Source: an optimization exercise on an open RTL-to-GDS flow (aim: small area, a short achievable clock period and few clock cycles per item). Production flows keep margins and buffers that such runs may drop. The RTL was checked by simulation tests, not by an equivalence proof against the original design. No activity file was given, so power comes from the tool's default toggle rates.

## lpc_synth
module lpc_synth (
    input  wire        clk,
    input  wire        rst,
    input  wire        in_valid,
    output wire        in_ready,
    input  wire [15:0] in_data,
    output wire        out_valid,
    input  wire        out_ready,
    output wire [15:0] out_data,
    output wire [7:0]  out_sexp
);
export LEC_CHECK = 0
export ABC_AREA = 1
export CAP_MARGIN = 20
export CORE_MARGIN = 2
export CORE_UTILIZATION = 40
export PLACE_DENSITY = 0.6
export SLEW_MARGIN = 20
create_clock -name core_clock -period 12.0 [get_ports {clk}]
standard.sh (not shown) runs the stock make flow with config.mk's settings and CLKGATE_MAP_FILE= SYNTH_SCRIPT=/design/flow/synth_recipe.tcl, a recipe that flattens the netlist after the stock synthesis.
==> flow/flow/run.sh <==
#!/bin/bash
set -euo pipefail
bash standard.sh SETUP_SLACK_MARGIN=7.6 finish > standard.log 2>&1
Testbench counts at the start, summed over its fixed seeds: cycles 21,564, frames 60.
Next try:
--- a/flow/design.v
+++ b/flow/design.v
@@ -261,18 +261,15 @@
     wire        shift_in = r_shin && in_valid;
     wire [15:0] st_new   = shl16(st[0], resc ? dlt : 5'd0);
     wire        swap     = ((mode == M_COEF) && (nxn == 5'd16) && !tk_r) || cont_go;
     wire        prime    = (mode == M_PRIME);
     wire [7:0]  sc1      = (sc == RQN - 1) ? 8'd0 : sc + 8'd1;
     wire [7:0]  sc2      = (sc >= RQN - 2) ? sc + 8'd2 - RQN : sc + 8'd2;
-    wire [9:0]  tg0      = {2'b00, rqfb} + {2'b00, t0, 1'b0} + (RQN - 31);
-    wire [9:0]  tg1      = (tg0 >= RQN) ? tg0 - RQN : tg0;
-    wire [9:0]  tg2      = (tg1 >= RQN) ? tg1 - RQN : tg1;
-    wire [7:0]  ptgt     = tg2[7:0];
     wire        ring_pass = rpass || !conc;
     wire        prime_go = prime && ph && ((wcnt != 4'd0) || !ring_pass || (sc == ptgt));
+    reg  [7:0]  ptgt;
     wire        prime_ld = prime_go;
     wire        take0    = (prime_go && (wcnt == 4'd15) && !ring_pass) || cont_go;
     wire [7:0]  wa_b     = take0 ? sc1 : wa;
     wire [7:0]  wa_n     = !shift_in ? wa_b : (wa_b >= RQN - 2) ? wa_b + 8'd2 - RQN : wa_b + 8'd2;
     wire        a0v = xfer ? q1v : q0v;
     wire        a1v = xfer ? q2v : q1v;
@@ -376,31 +373,38 @@
                     wcnt_n = 4'd0;
                     t0_n   = 7'd0;
                 end
             end
             M_DELTA: begin
                 dstep_n = dstep + 3'd1;
+                t0_n    = 7'd0;
                 if (dstep == 3'd2) begin
                     dstep_n = 3'd0;
                     mode_n  = M_PRIME;
                     wcnt_n  = 4'd0;
                     rpass_n = 1'b1;
                     resc_n  = 1'b1;
                     t0_n    = 7'd0;
                     nc_n    = 7'd0;
                 end
             end
             M_ALIGN: begin
-                mode_n = M_PRIME;
-                wcnt_n = 4'd0;
-                t0_n   = nc;
+                t0_n = nc;
+                if (t0 == nc) begin
+                    mode_n = M_PRIME;
+                    wcnt_n = 4'd0;
+                end
             end
             default: mode_n = M_COEF;
             endcase
         end
     end
+    wire [7:0]  rqfb_n   = take0 ? sc1 : rqfb;
+    wire [9:0]  tg0      = {2'b00, rqfb} + {2'b00, t0, 1'b0} + (RQN - 31);
+    wire [9:0]  tg1      = (tg0 >= RQN) ? tg0 - RQN : tg0;
+    wire [9:0]  tg2      = (tg1 >= RQN) ? tg1 - RQN : tg1;
     wire ph_n       = ~ph;
     wire n_run_odd  = !ph && (mode == M_RUN) && (t < 7'd80);
     wire n_take     = (n_run_odd && (t != 7'd79)) ||
                       (!ph && (mode == M_PRIME) && (wcnt == 4'd15));
     wire n_conc     = !rpass && conc;
     wire n_cont     = n_run_odd && rpass && (t == 7'd79) && spec;
@@ -521,14 +525,14 @@
             nxn   <= nxn_n;
             t     <= t_n;
             t0    <= t0_n;
             nc    <= nc_n;
             sc    <= (sc == RQN - 1) ? 8'd0 : sc + 8'd1;
             wa    <= wa_n;
-            if (take0)
-                rqfb <= sc1;
+            rqfb  <= rqfb_n;
+            ptgt  <= tg2[7:0];
             dstep <= dstep_n;
             r_run_odd   <= n_run_odd;
             r_take      <= n_take;
             r_take_conc <= n_take && n_conc;
             r_coef      <= n_coef;
             r_load      <= n_load;
The changed run finished clean.
Worst setup slack improved by 0.74 ns.
Wire length rises by 8.4%.
Synthesized area rose by 2.7%.
Sequential power barely changes.
Synthesized cell count increases by 6.5%.
Testbench counts after the change, summed over its fixed seeds: cycles 21,564, frames 60.

[separate check: timing with driven ports]
Ports are ideal in the flow. The routed layouts listed here were re-timed in OpenROAD.
Step 1, drivers: a clkbuf_16 drives clk and a buf_2 each remaining input, both assumed.
Step 2, shift: input delay + t, output delay - t, t = (earliest + latest rising clock arrival at the registers) / 2. This alone moves slack from input paths to output paths.
Slacks: ideal ports / drivers / drivers and shift; pairs: ideal ports / drivers.
run | shift t [ns] | slack for setup (ns) | worst data-port slew with drivers (ns)
the first run | 1.195 | 6.816 / 6.816 / 6.119 | 0.07
the second run | 1.196 | 7.561 / 7.561 / 6.759 | 0.08
After both steps setup and hold are still met in every run listed. For the second run, which loses most, drivers alone change the setup slack by 0.000 ns; drivers and shift together by -0.802 ns.
